From an optimization exercise on the open Yosys and OpenROAD flow, aimed at small area, a short achievable clock period and few clock cycles; shortcuts taken in it are not production practice. The RTL was checked by simulation tests, not by an equivalence proof against the original design. Power figures rest on the tool's default switching activity, not on a simulated workload.

==> lagoon: inputs <==
==> flow/design.v <==
module viterbi_dec (
    input  wire       clk,
    input  wire       rst,         
    input  wire       in_valid,
    output wire       in_ready,
    input  wire [1:0] in_sym,      
    input  wire       in_last,     
    output reg        out_valid,
    output reg        out_bit,
    output reg        out_last
);
    localparam K        = 5;
    localparam NP       = 16;       
    localparam W        = 4;        
    localparam POLY0    = 5'h13;
    localparam POLY1    = 5'h1D;
    localparam MIN_TB   = 20;
    localparam TB_GROUP = 12;
    localparam CAP      = 32;       
    function [1:0] bm_hard(input [4:0] st, input [1:0] y);
        reg [1:0] x;
        begin
            x = {^(st & POLY1), ^(st & POLY0)} ^ y;
            bm_hard = {1'b0, x[0]} + {1'b0, x[1]};
        end
    endfunction
    function e2(input [4:0] st, input [1:0] y);
        e2 = (bm_hard(st, y) == 2'd2);
    endfunction
    function c1(input [3:0] x, input [1:0] y);
        c1 = (bm_hard({x, 1'b0}, y) == 2'd1);
    endfunction
    reg        rdy;                 
    reg        v_r, rdy_r, last_r;
    reg  [1:0] sym_r;
    assign in_ready = rdy;
    always @(posedge clk) begin
        v_r    <= in_valid;
        rdy_r  <= rdy & ~rst;
        sym_r  <= in_sym;
        last_r <= in_last;
    end
    wire tk = v_r & rdy_r;          
    reg  [W-1:0]   vm [0:NP-1];     
    reg  [1:0]     ylast;
    reg  [2:0]     wc;              
    reg  [4:0]     h_len;           
    wire warm  = (wc != K);
    wire first = (wc == 3'd0);
    reg  [W-1:0]  nvm [0:NP-1];
    reg  [NP-1:0] acs_d;
    reg  [W-1:0]  va, vb, dv, base;
    reg           le_m2, le_0, le_2, hi, lo, ehi, elo, dsel, off2;
    reg           sub8;
    integer q, x;
    always @(*) begin
        sub8 = 1'b1;
        for (q = 0; q < NP; q = q + 1)
            sub8 = sub8 & vm[q][W-1];
        for (x = 0; x < NP / 2; x = x + 1) begin
            va  = vm[x];
            vb  = vm[x | 8];
            dv  = va - vb;                  
            le_m2 = dv[3] && (dv[2:0] != 3'd7);             
            le_0  = dv[3] || (dv == 4'd0);                  
            le_2  = dv[3] || (!dv[2] && !(dv[1] && dv[0]));  
            hi = e2({x[3:0], 1'b0}, ylast);    
            lo = e2({x[3:0], 1'b1}, ylast);    
            for (q = 2 * x; q <= 2 * x + 1; q = q + 1) begin
                ehi = (q == 2 * x) ? hi : lo;
                elo = (q == 2 * x) ? lo : hi;
                acs_d[q] = ehi ? !le_m2 : elo ? !le_2 : !le_0;
                dsel = acs_d[q] && !warm;
                base = first ? 4'd0 : dsel ? vb : va;
                off2 = !first && (dsel ? elo : ehi);
                nvm[q] = base + {2'b00, off2, c1(q[3:0], sym_r)};
                nvm[q][W-1] = nvm[q][W-1] ^ (sub8 & !first);
            end
        end
    end
    reg  [NP-1:0]  d_r;             
    reg            upd_r;           
    reg            tbq_r;           
    reg            lst_r;           
    reg  [4:0]     n_r;             
    reg  [CAP-1:0] path [0:NP-1];
    reg  [3:0]     best_r;
    reg            cap_r;           
    reg            fin_due;         
    reg  [4:0]     fin_n;
    reg [NP-1:0] cand;
    reg          any0;
    reg [3:0]    best;
    integer b;
    always @(*) begin
        cand = {NP{1'b1}};
        for (b = W - 1; b >= 0; b = b - 1) begin
            any0 = 1'b0;
            for (q = 0; q < NP; q = q + 1)
                any0 = any0 | (cand[q] & ~vm[q][b]);
            for (q = 0; q < NP; q = q + 1)
                cand[q] = cand[q] & ~(any0 & vm[q][b]);
        end
        best = 4'd0;
        for (q = NP - 1; q >= 0; q = q - 1)
            if (cand[q]) best = q[3:0];
    end
    wire [CAP-1:0] best_p = path[best_r];
    reg  [TB_GROUP-1:0] sbuf;       
    reg  [3:0]          s_cnt;
    reg  [CAP-1:0]      fbuf;       
    reg  [5:0]          f_cnt;
    wire f_free = (f_cnt == 6'd0) || (f_cnt == 6'd1 && s_cnt == 4'd0);
    wire fin_go = fin_due && f_free;
    reg  [2:0] wc_n;
    reg  [4:0] h_len_n;
    reg        lst_n;
    reg        fin_due_n;
    always @(*) begin
        wc_n    = wc;
        h_len_n = h_len;
        lst_n   = 1'b0;
        if (tk) begin
            if (warm) begin
                wc_n = wc + 3'd1;
            end else begin
                h_len_n = (h_len == 5'd31) ? MIN_TB : h_len + 5'd1;
            end
            if (last_r) begin
                wc_n    = 3'd0;
                h_len_n = 5'd0;
                lst_n   = !warm;
            end
        end
        fin_due_n = (fin_due && !f_free) || lst_r;
    end
    integer i;
    always @(posedge clk) begin
        if (tk) begin
            ylast <= sym_r;
            for (i = 0; i < NP; i = i + 1)
                vm[i] <= nvm[i];
        end
        d_r <= acs_d;
        n_r <= (h_len == 5'd31) ? MIN_TB : h_len + 5'd1;
        if (upd_r)
            for (i = 0; i < NP; i = i + 1)
                path[i] <= {~path[(i >> 1) | (d_r[i] ? 8 : 0)][CAP-2:0], d_r[i]};
        if (tbq_r)
            best_r <= best;
        if (lst_r)
            fin_n <= n_r;
        if (cap_r)
            sbuf <= best_p[CAP-1:MIN_TB];
        else
            sbuf <= {sbuf[TB_GROUP-2:0], 1'b0};
        if (fin_go)
            fbuf <= path[0];
        if (rst) begin
            rdy       <= 1'b1;
            wc        <= 3'd0;
            h_len     <= 5'd0;
            upd_r     <= 1'b0;
            tbq_r     <= 1'b0;
            lst_r     <= 1'b0;
            cap_r     <= 1'b0;
            fin_due   <= 1'b0;
            s_cnt     <= 4'd0;
            f_cnt     <= 6'd0;
            out_valid <= 1'b0;
            out_bit   <= 1'b0;
            out_last  <= 1'b0;
        end else begin
            wc      <= wc_n;
            h_len   <= h_len_n;
            upd_r   <= tk && !warm;
            tbq_r   <= tk && !warm && (h_len == 5'd31);
            lst_r   <= lst_n;
            cap_r   <= tbq_r;
            fin_due <= fin_due_n;
            rdy     <= !((fin_due_n || lst_n) && wc_n >= 3'd4);
            out_valid <= 1'b0;
            out_last  <= 1'b0;
            if (s_cnt != 4'd0) begin
                out_valid <= 1'b1;
                out_bit   <= sbuf[TB_GROUP-1] ^ ~s_cnt[0];
                s_cnt     <= s_cnt - 4'd1;
            end else if (f_cnt != 6'd0) begin
                out_valid <= 1'b1;
                out_bit   <= fbuf[f_cnt - 6'd1] ^ ~f_cnt[0];
                out_last  <= (f_cnt == 6'd1);
                f_cnt     <= f_cnt - 6'd1;
            end
            if (cap_r)
                s_cnt <= TB_GROUP;
            if (fin_go)
                f_cnt <= {1'b0, fin_n};
        end
    end
endmodule
==> flow/run.sh <==
#!/bin/bash
# synth_recipe.tcl (not shown) runs the flow's synth.tcl, then flattens the netlist and writes it again
# the make line also repeats each setting of config.mk as NAME=value (left out here)
make -C /OpenROAD-flow-scripts/flow DESIGN_CONFIG=/design/flow/config.mk WORK_HOME=/design/flow/orfs CLKGATE_MAP_FILE= SYNTH_SCRIPT=/design/flow/synth_recipe.tcl finish
==> flow/config.mk <==
export PLATFORM = sky130hd
export DESIGN_NAME = viterbi_dec
export DESIGN_NICKNAME = viterbi_dec
export VERILOG_FILES = /design/flow/design.v
export SDC_FILE = /design/flow/constraint.sdc
export NUM_CORES = 4
export LEC_CHECK = 0
export CAP_MARGIN = 20
export CORE_MARGIN = 2
export CORE_UTILIZATION = 40
export SLEW_MARGIN = 20
==> flow/constraint.sdc <==
create_clock -name core_clock -period 20.0 [get_ports {clk}]
set_input_delay 4.0000 -clock core_clock [delete_from_list [all_inputs] [get_ports {clk}]]
set_output_delay 4.0000 -clock core_clock [all_outputs]
set_load 0.01 [all_outputs]
==> xenon (differences from lagoon) <==
--- a/flow/design.v
+++ b/flow/design.v
@@ -51,6 +51,7 @@
     reg  [NP-1:0] acs_d;
-    reg  [W-1:0]  va, vb, dv, base;
-    reg           le_m2, le_0, le_2, hi, lo, ehi, elo, dsel, off2;
+    reg  [W-1:0]  dx [0:NP/2-1];
+    reg  [W-1:0]  ra, rb;
+    reg  [W+1:0]  dd;
     reg           sub8;
-    integer q, x;
+    integer q;
     always @(*) begin
@@ -59,21 +60,16 @@
             sub8 = sub8 & vm[q][W-1];
-        for (x = 0; x < NP / 2; x = x + 1) begin
-            va  = vm[x];
-            vb  = vm[x | 8];
-            dv  = va - vb;                  
-            le_m2 = dv[3] && (dv[2:0] != 3'd7);             
-            le_0  = dv[3] || (dv == 4'd0);                  
-            le_2  = dv[3] || (!dv[2] && !(dv[1] && dv[0]));  
-            hi = e2({x[3:0], 1'b0}, ylast);    
-            lo = e2({x[3:0], 1'b1}, ylast);    
-            for (q = 2 * x; q <= 2 * x + 1; q = q + 1) begin
-                ehi = (q == 2 * x) ? hi : lo;
-                elo = (q == 2 * x) ? lo : hi;
-                acs_d[q] = ehi ? !le_m2 : elo ? !le_2 : !le_0;
-                dsel = acs_d[q] && !warm;
-                base = first ? 4'd0 : dsel ? vb : va;
-                off2 = !first && (dsel ? elo : ehi);
-                nvm[q] = base + {2'b00, off2, c1(q[3:0], sym_r)};
-                nvm[q][W-1] = nvm[q][W-1] ^ (sub8 & !first);
-            end
+        for (q = 0; q < NP / 2; q = q + 1)
+            dx[q] = vm[q] - vm[q | 8];
+        for (q = 0; q < NP; q = q + 1) begin
+            ra = vm[q >> 1]       + {2'b00, e2(q[4:0], ylast), 1'b0};
+            rb = vm[(q >> 1) | 8] + {2'b00, e2(q[4:0] | 5'd16, ylast), 1'b0};
+            dd = {{2{dx[q >> 1][W-1]}}, dx[q >> 1]}
+               + {3'b000, e2(q[4:0], ylast), 1'b0}
+               - {3'b000, e2(q[4:0] | 5'd16, ylast), 1'b0};
+            acs_d[q] = !dd[W+1] && (dd != 0);
+            if (warm)
+                nvm[q] = (first ? {W{1'b0}} : ra) + {3'b000, c1(q[3:0], sym_r)};
+            else
+                nvm[q] = (acs_d[q] ? rb : ra) + {3'b000, c1(q[3:0], sym_r)};
+            nvm[q][W-1] = nvm[q][W-1] ^ (sub8 & !first);
         end
==> summary of the runs <==
Critical path depth is the same in lagoon and xenon. Cell area: xenon is higher than lagoon (about 6%). Register-to-register slack: xenon is higher than lagoon (0.53 ns). Die area: xenon is larger than lagoon (about 5.5%). Against xenon, the synthesized area of lagoon is smaller by 5.3%. In lagoon the clock power is smaller than in xenon, by about 7%.
==> figures <==
|  | lagoon | xenon |
|---|---|---|
| Status | complete, no violations | complete, no violations |
| Starting Density | 40.5% | 40.4% |
| Tap cell count | 1,060 | 1,144 |
| Ratio of layout area to synthesized area | 1.108x | 1.112x |
| Slowest cell delay on critical path | 0.86 ns | 0.61 ns |
| Switching share of power | 26.7% | 28.6% |
| Hold EP | fin_n[0] | fin_n[4] |
| Internal power of the cells | 2.58 mW | 2.79 mW |
| Data arrival time of the worst path | 6.54 ns | 6.08 ns |
| Placed cells | 3,304 | 3,531 |
| TritonCTS Buffers | 76 | 77 |
| Net Sw Power | 943 µW | 1.12 mW |
| Peak supply drop | 55.3 µV | 75.5 µV |
| Fraction of layout instances using a drive strength above 1 | 8.03% | 8.47% |
Testbench counts of lagoon, summed over its fixed seeds: cycles 56,611.
Testbench counts of xenon, summed over its fixed seeds: cycles 56,611.

[what the ideal ports hide]
The results above use ideal ports. As a check the final layouts listed here were re-extracted and re-timed, cells and wires unchanged.
Step 1: set_driving_cell puts a clkbuf_16 on clk and a buf_2 on each other input, an assumption about the parent block.
Step 2 adds t to the input delays and takes it off the output delays; t is the mean of the earliest and latest rising clock arrival at the registers after step 1. Input paths then give back, and output paths get back, about the clock's delay inside the block.
Slacks: ideal ports / drivers / drivers and shift; pairs: ideal ports / drivers.
run	t (ns)	setup WS [ns]	hold slack, ns	worst setup path at the end	worst slew at a driven data input, ns
lagoon	0.661	13.805 / 13.805 / 13.805	0.407 / 0.407 / 0.407	register to register	0.04
xenon	0.692	14.331 / 14.282 / 14.331	0.403 / 0.403 / 0.403	register to register	0.03
After both steps setup and hold are still met in every run listed.
